Context: an optimization exercise on an open-source flow, tuned for small area. The choices shown serve that exercise and are no tape-out recipe. Only simulation tests tie the RTL to the original design; equivalence was not proved. Power and IR drop assume default switching activity.

==> flow/design.v <==
module crc16_ccitt_table (
  input  wire [15:0] crc,
  input  wire        bit_in,
  input  wire        seed,
  output wire [15:0] val
);
  wire fb = !seed && (crc[15] ^ bit_in);
  assign val = {crc[14:12], crc[11] ^ fb, crc[10:5], crc[4] ^ fb, crc[3:0], seed | fb};
endmodule
module track_formatter (
  input  wire        clk,
  input  wire        rst,
  input  wire        cmd_valid,
  input  wire [7:0]  cmd_sc,
  input  wire [7:0]  cmd_n,
  input  wire [7:0]  cmd_fill,
  input  wire        wprot,
  input  wire        stop,
  input  wire        mfm,
  input  wire [7:0]  gap,
  input  wire [7:0]  gap2,
  input  wire [7:0]  sid_c,
  input  wire [7:0]  sid_h,
  input  wire [7:0]  sid_r,
  input  wire [7:0]  sid_n,
  input  wire        poll,
  input  wire        index,
  input  wire        phys_ok,
  output wire        busy,
  output reg         wr_valid,
  output reg         wr_bit,
  output wire        id_req,
  output reg         done,
  output wire [3:0]  done_code
);
  localparam [1:0] S_IDLE = 2'b00;
  localparam [1:0] S_SNF  = 2'b01;
  localparam [1:0] S_SPIN = 2'b10;
  localparam [1:0] S_FMT  = 2'b11;
  localparam [3:0] PH_GAP0      = 4'd0;
  localparam [3:0] PH_SYNC      = 4'd1;
  localparam [3:0] PH_IAM       = 4'd2;
  localparam [3:0] PH_GAP1      = 4'd3;
  localparam [3:0] PH_ID_SYNC   = 4'd4;
  localparam [3:0] PH_IDAM      = 4'd5;
  localparam [3:0] PH_ID        = 4'd6;
  localparam [3:0] PH_ID_CRC    = 4'd7;
  localparam [3:0] PH_GAP2      = 4'd8;
  localparam [3:0] PH_DATA_SYNC = 4'd9;
  localparam [3:0] PH_DATAAM    = 4'd10;
  localparam [3:0] PH_DATA      = 4'd11;
  localparam [3:0] PH_DATA_CRC  = 4'd12;
  localparam [3:0] PH_GAP3      = 4'd13;
  localparam [3:0] PH_GAP4      = 4'd15;
  reg [1:0]  state;
  reg        ic;             
  reg [7:0]  rem;            
  reg [3:0]  fmt_n;
  reg [7:0]  fmt_fill;
  reg [3:0]  phase;
  reg [7:0]  count;          
  reg [3:0]  bitpos;         
  reg [31:0] id;             
  reg [15:0] crc;
  assign busy      = state[1];
  wire code_wp = ic && !wr_valid;
  assign done_code = {!(ic && wr_valid), code_wp, code_wp, !code_wp};
  wire fmt = (state == S_FMT);
  wire n_ok   = (cmd_n[7:4] == 4'd0) && !(cmd_n[3] && cmd_n[2:0] != 3'd0);
  wire accept = cmd_valid && !busy && n_ok;
  wire wr     = fmt && poll && !stop;           
  wire [2:0] k = bitpos[3:1];                   
  wire premark = mfm && (count[1:0] != 2'd3);   
  reg d;
  reg miss;
  always @(*) begin
    d    = 1'b0;
    miss = 1'b0;
    case (phase)
      PH_SYNC, PH_ID_SYNC, PH_DATA_SYNC: d = 1'b0;
      PH_IAM: begin
        if (premark) begin
          d    = 8'hC2 >> (3'd7 - k);
          miss = (k == 3'd4);
        end else begin
          d    = 8'hFC >> (3'd7 - k);
          miss = !mfm && (k == 3'd2 || k == 3'd4);
        end
      end
      PH_IDAM, PH_DATAAM: begin
        if (premark) begin
          d    = 8'hA1 >> (3'd7 - k);
          miss = (k == 3'd5);
        end else begin
          d    = ((phase == PH_IDAM) ? 8'hFE : 8'hFB) >> (3'd7 - k);
          miss = !mfm && (k == 3'd2 || k == 3'd3 || k == 3'd4);
        end
      end
      PH_ID:                  d = id[{~count[1:0], ~k}];
      PH_DATA:                d = fmt_fill[~k];
      PH_ID_CRC, PH_DATA_CRC: d = crc[15];
      default:                d = mfm ? (8'h4E >> (3'd7 - k)) : 1'b1;
    endcase
  end
  wire cbit = bitpos[0] ? d : (!miss && (mfm ? !(wr_bit || d) : 1'b1));
  wire seedph = (phase == PH_ID_SYNC) || (phase == PH_DATA_SYNC);
  wire [15:0] crc_step;
  crc16_ccitt_table u_crc (.crc(crc), .bit_in(d), .seed(seedph), .val(crc_step));
  wire [12:0] pos_inc = {1'b0, count, bitpos} + {12'd0, wr};
  wire [7:0]  cnt1    = pos_inc[11:4];           
  wire [7:0]  hi_inc  = {1'b0, id[6:0]} + {7'd0, pos_inc[12]};
  reg         lenbit;
  always @(*) begin
    case (fmt_n)
      4'd0: lenbit = cnt1[7];
      4'd1: lenbit = hi_inc[0];
      4'd2: lenbit = hi_inc[1];
      4'd3: lenbit = hi_inc[2];
      4'd4: lenbit = hi_inc[3];
      4'd5: lenbit = hi_inc[4];
      4'd6: lenbit = hi_inc[5];
      4'd7: lenbit = hi_inc[6];
      default: lenbit = hi_inc[7];
    endcase
  end
  reg pend;
  always @(*) begin
    case (phase)
      PH_GAP0:                           pend = cnt1[6:0] == (mfm ? 7'd80 : 7'd40);
      PH_SYNC, PH_ID_SYNC, PH_DATA_SYNC: pend = cnt1[3:0] == (mfm ? 4'd12 : 4'd6);
      PH_IAM, PH_IDAM, PH_DATAAM:        pend = cnt1[2:0] == (mfm ? 3'd4 : 3'd1);
      PH_GAP1:                           pend = cnt1[5:0] == (mfm ? 6'd50 : 6'd26);
      PH_ID:                             pend = cnt1[2:0] == 3'd4;
      PH_ID_CRC, PH_DATA_CRC:            pend = cnt1[1:0] == 2'd2;
      PH_GAP2:                           pend = cnt1[7:0] == gap2;
      PH_GAP3:                           pend = cnt1[7:0] == gap;
      PH_DATA:                           pend = lenbit;
      default:                           pend = 1'b0;
    endcase
  end
  wire sec_start = (phase == PH_GAP1) || (phase == PH_GAP3) ||
                   (phase == PH_DATA_CRC && gap == 8'd0);
  reg [3:0] ph_next;
  always @(*) begin
    if (sec_start)
      ph_next = (rem != 8'd0) ? PH_ID_SYNC : PH_GAP4;
    else if (phase == PH_ID_CRC && gap2 == 8'd0)
      ph_next = PH_DATA_SYNC;
    else
      ph_next = phase + 4'd1;
  end
  wire step   = wr && (bitpos == 4'd15) && pend;
  wire id_pos = (phase == PH_ID_SYNC) && (count[3:0] == 4'd0) && (bitpos[3:1] == 3'd0);
  wire load_id = wr && id_pos && !bitpos[0];
  assign id_req = wr_valid && id_pos && bitpos[0];
  always @(posedge clk) begin
    if (!busy) begin
      rem      <= cmd_sc;
      fmt_n    <= cmd_n[3:0];
      fmt_fill <= cmd_fill;
    end else begin
      rem      <= rem - {7'd0, step && sec_start};
    end
    bitpos <= fmt ? pos_inc[3:0] : 4'd0;
    count  <= (fmt && !step) ? pos_inc[11:4] : 8'd0;
    if (!fmt)
      phase <= PH_GAP0;
    else if (step)
      phase <= ph_next;
    if (load_id)
      id <= {sid_c, sid_h, sid_r, sid_n};
    else if (phase == PH_DATAAM)
      id[6:0] <= 7'd0;
    else if (phase == PH_DATA)
      id[6:0] <= hi_inc[6:0];
    if (wr && bitpos[0])
      crc <= crc_step;
    if (!fmt)
      wr_bit <= 1'b0;
    else if (wr)
      wr_bit <= cbit;
    if (accept)
      ic <= wprot;
    else if (poll)
      ic <= (state == S_SNF || phys_ok) && (fmt ? index : ic ^ index);
    if (rst) begin
      state    <= S_IDLE;
      wr_valid <= 1'b0;
      done     <= 1'b0;
    end else begin
      wr_valid <= wr;
      done     <= 1'b0;
      if (stop) begin
        state <= S_IDLE;
      end else if (accept) begin
        if (wprot) begin
          done  <= 1'b1;
          state <= S_IDLE;
        end else begin
          state <= phys_ok ? S_SPIN : S_SNF;
        end
      end else if (poll) begin
        case (state)
          S_SNF: if (index && ic) begin
            done <= 1'b1; state <= S_IDLE;
          end
          S_SPIN: if (!phys_ok) begin
            done <= 1'b1; state <= S_IDLE;
          end else if (index && ic) begin
            state <= S_FMT;
          end
          S_FMT: if (!phys_ok || index) begin
            done <= 1'b1; state <= S_IDLE;
          end
          default: ;
        endcase
      end
    end
  end
endmodule
==> flow/config.mk <==
export PLATFORM = sky130hd
export DESIGN_NAME = track_formatter
export DESIGN_NICKNAME = track_formatter
export VERILOG_FILES = /design/flow/design.v
export SDC_FILE = /design/flow/constraint.sdc
export NUM_CORES = 4
export LEC_CHECK = 0
export CAP_MARGIN = 20
export CORE_MARGIN = 2
export CORE_UTILIZATION = 30
export PLACE_DENSITY = 0.45
export SLEW_MARGIN = 20
==> flow/constraint.sdc <==
create_clock -name core_clock -period 30.0 [get_ports {clk}]
set_input_delay 6.0000 -clock core_clock [delete_from_list [all_inputs] [get_ports {clk}]]
set_output_delay 6.0000 -clock core_clock [all_outputs]
set_load 0.01 [all_outputs]
standard.sh (not shown) runs the stock make flow with config.mk's settings and CLKGATE_MAP_FILE= SYNTH_SCRIPT=/design/flow/synth_recipe.tcl, a recipe that flattens the netlist after the stock synthesis.
==> flow/flow/run.sh <==
#!/bin/bash
# The standard ORFS layout (the standard.sh), with these changes:
#  - synthesis maps the logic with each of the area-oriented ABC scripts flow/abc_*.script
#    and keeps the smallest result (flow/multi_abc.tcl), instead of ORFS's speed script;
#    adders are left to ABC instead of being mapped to adder cells first, and no buffers
#    are added for outputs that share a net (each port gets its own buffer in placement
#    anyway); everything else in synthesis is unchanged;
#  - every port still gets a buffer, of the smallest buffer cell;
#  - clock tree synthesis uses no dummy loads and smaller clock buffers.
# Each tool's full output goes to the ORFS logs under orfs/logs; make's own output goes to
# standard_flow.log.
set -euo pipefail
W=$(pwd)
# ORFS's synth.tcl with only the ABC step changed
sed 's#log_cmd abc {\*}$abc_args#own_multi_abc $abc_args $lib_args#' \
  "$FLOW_HOME/scripts/synth.tcl" > "$W/own_synth_body.tcl"
grep -q "own_multi_abc" "$W/own_synth_body.tcl"
{
  echo "source $W/flow/multi_abc.tcl"
  echo "set ::own_abc_scripts [list $(ls "$W"/flow/abc_*.script | tr '\n' ' ')]"
  sed "s#source \$::env(SCRIPTS_DIR)/synth.tcl#source $W/own_synth_body.tcl#" synth_recipe.tcl
} > "$W/own_synth.tcl"
grep -q "own_synth_body.tcl" "$W/own_synth.tcl"
sed "s#$W/synth_recipe.tcl#$W/own_synth.tcl#" standard.sh > "$W/own_standard.sh"
grep -q "own_synth.tcl" "$W/own_standard.sh"
export ADDER_MAP_FILE=
export SYNTH_INSBUF=0
export BUFFER_PORTS_ARGS="-buffer_cell sky130_fd_sc_hd__buf_1"
export CTS_ARGS="-sink_clustering_enable -repair_clock_nets -dont_use_dummy_load -sink_clustering_size 10 -sink_clustering_max_diameter 60 -buf_list sky130_fd_sc_hd__clkbuf_4 -root_buf sky130_fd_sc_hd__clkbuf_8"
bash "$W/own_standard.sh" > standard_flow.log 2>&1
Other scripts of this flow, unchanged in this note and not shown: flow/flow/abc_1.script, flow/flow/abc_2.script, flow/flow/abc_3.script, flow/flow/abc_4.script, flow/flow/multi_abc.tcl
Rerun with:
--- a/flow/design.v
+++ b/flow/design.v
@@ -28,11 +28,11 @@
   input  wire        phys_ok,
   output wire        busy,
   output reg         wr_valid,
   output reg         wr_bit,
-  output wire        id_req,
+  output reg         id_req,
   output reg         done,
-  output wire [3:0]  done_code
+  output reg  [3:0]  done_code
 );
   localparam [1:0] S_IDLE = 2'b00;
   localparam [1:0] S_SNF  = 2'b01;
   localparam [1:0] S_SPIN = 2'b10;
@@ -57,15 +57,13 @@
   reg [7:0]  rem;            
   reg [3:0]  fmt_n;
   reg [7:0]  fmt_fill;
   reg [3:0]  phase;
-  reg [7:0]  count;          
+  reg [3:0]  count;          
   reg [3:0]  bitpos;         
   reg [31:0] id;             
   reg [15:0] crc;
   assign busy      = state[1];
-  wire code_wp = ic && !wr_valid;
-  assign done_code = {!(ic && wr_valid), code_wp, code_wp, !code_wp};
   wire fmt = (state == S_FMT);
   wire n_ok   = (cmd_n[7:4] == 4'd0) && !(cmd_n[3] && cmd_n[2:0] != 3'd0);
   wire accept = cmd_valid && !busy && n_ok;
   wire wr     = fmt && poll && !stop;           
@@ -105,25 +103,29 @@
   wire cbit = bitpos[0] ? d : (!miss && (mfm ? !(wr_bit || d) : 1'b1));
   wire seedph = (phase == PH_ID_SYNC) || (phase == PH_DATA_SYNC);
   wire [15:0] crc_step;
   crc16_ccitt_table u_crc (.crc(crc), .bit_in(d), .seed(seedph), .val(crc_step));
-  wire [12:0] pos_inc = {1'b0, count, bitpos} + {12'd0, wr};
-  wire [7:0]  cnt1    = pos_inc[11:4];           
-  wire [7:0]  hi_inc  = {1'b0, id[6:0]} + {7'd0, pos_inc[12]};
+  wire [8:0]  pos_inc = {1'b0, count, bitpos} + {8'd0, wr};
+  wire [11:0] hi_inc  = {1'b0, id[10:0]} + {11'd0, pos_inc[8]};
+  wire [7:0]  cnt1    = {hi_inc[3:0], pos_inc[7:4]};    
   reg         lenbit;
   always @(*) begin
     case (fmt_n)
-      4'd0: lenbit = cnt1[7];
-      4'd1: lenbit = hi_inc[0];
-      4'd2: lenbit = hi_inc[1];
-      4'd3: lenbit = hi_inc[2];
-      4'd4: lenbit = hi_inc[3];
-      4'd5: lenbit = hi_inc[4];
-      4'd6: lenbit = hi_inc[5];
-      4'd7: lenbit = hi_inc[6];
-      default: lenbit = hi_inc[7];
+      4'd0: lenbit = hi_inc[3];
+      4'd1: lenbit = hi_inc[4];
+      4'd2: lenbit = hi_inc[5];
+      4'd3: lenbit = hi_inc[6];
+      4'd4: lenbit = hi_inc[7];
+      4'd5: lenbit = hi_inc[8];
+      4'd6: lenbit = hi_inc[9];
+      4'd7: lenbit = hi_inc[10];
+      default: lenbit = hi_inc[11];
     endcase
   end
+  wire hi_clear = !fmt || phase == PH_IAM || phase == PH_ID_CRC || phase == PH_DATAAM ||
+                  phase == PH_DATA_CRC;
+  wire hi_count = phase == PH_GAP0 || phase == PH_GAP1 || phase == PH_GAP2 ||
+                  phase == PH_GAP3 || phase == PH_DATA;
   reg pend;
   always @(*) begin
     case (phase)
       PH_GAP0:                           pend = cnt1[6:0] == (mfm ? 7'd80 : 7'd40);
@@ -149,11 +151,10 @@
     else
       ph_next = phase + 4'd1;
   end
   wire step   = wr && (bitpos == 4'd15) && pend;
-  wire id_pos = (phase == PH_ID_SYNC) && (count[3:0] == 4'd0) && (bitpos[3:1] == 3'd0);
+  wire id_pos = (phase == PH_ID_SYNC) && (count == 4'd0) && (bitpos[3:1] == 3'd0);
   wire load_id = wr && id_pos && !bitpos[0];
-  assign id_req = wr_valid && id_pos && bitpos[0];
   always @(posedge clk) begin
     if (!busy) begin
       rem      <= cmd_sc;
       fmt_n    <= cmd_n[3:0];
@@ -161,35 +162,38 @@
     end else begin
       rem      <= rem - {7'd0, step && sec_start};
     end
     bitpos <= fmt ? pos_inc[3:0] : 4'd0;
-    count  <= (fmt && !step) ? pos_inc[11:4] : 8'd0;
+    count  <= (fmt && !step) ? pos_inc[7:4] : 4'd0;
     if (!fmt)
       phase <= PH_GAP0;
     else if (step)
       phase <= ph_next;
     if (load_id)
       id <= {sid_c, sid_h, sid_r, sid_n};
-    else if (phase == PH_DATAAM)
-      id[6:0] <= 7'd0;
-    else if (phase == PH_DATA)
-      id[6:0] <= hi_inc[6:0];
+    else if (hi_clear)
+      id[10:0] <= 11'd0;
+    else if (hi_count)
+      id[10:0] <= hi_inc[10:0];
     if (wr && bitpos[0])
       crc <= crc_step;
     if (!fmt)
       wr_bit <= 1'b0;
     else if (wr)
       wr_bit <= cbit;
     if (accept)
-      ic <= wprot;
+      ic <= 1'b0;
     else if (poll)
-      ic <= (state == S_SNF || phys_ok) && (fmt ? index : ic ^ index);
+      ic <= (state == S_SNF || phys_ok) && (ic ^ index);
+    done_code <= {!(fmt && phys_ok), accept && wprot, accept && wprot, !(accept && wprot)};
     if (rst) begin
       state    <= S_IDLE;
       wr_valid <= 1'b0;
+      id_req   <= 1'b0;
       done     <= 1'b0;
     end else begin
       wr_valid <= wr;
+      id_req   <= load_id;
       done     <= 1'b0;
       if (stop) begin
         state <= S_IDLE;
       end else if (accept) begin
After rerunning:
- The changed run went through all stages and came out clean
- worst setup slack improved by 78 ps
- global-route usage rose by 0.56 points
- die area rose by 1.7%
- via count rose by 5.6%
- clock power rose by about 2%
- utilization fell by 0.54 points
- design area rose by 1.7%
- non-clock buffer count is unchanged
- synthesized area rose by 1.8%

## what the ideal ports hide
How much do the figures lean on ideal ports? The routed layouts below were timed once more, with nothing changed but the port constraints.
Step 1: set_driving_cell puts a clkbuf_16 on clk and a buf_2 on each other input, an assumption about the parent block.
Step 2 times the ports against the registers' clock, not the clock port: input delays grow and output delays shrink by t, the midpoint of the rising clock arrivals with the driver on.
Three values: ideal, step 1, step 2; two values: the first two.
run	t, ns	setup WS [ns]	worst hold slack (ns)	worst setup path after step 2	clock arrival spread, ns
the first run	0.393	17.188 / 17.199 / 16.807	0.415 / 0.415 / 0.415	input to register	0.025 / 0.025
the second run	0.396	17.267 / 17.279 / 16.883	0.426 / 0.426 / 0.426	input to register	0.020 / 0.020
After both steps setup and hold are still met in every run listed. The setup slack of the second run, which loses most, moves by +0.012 ns with the drivers and by -0.384 ns with both steps.
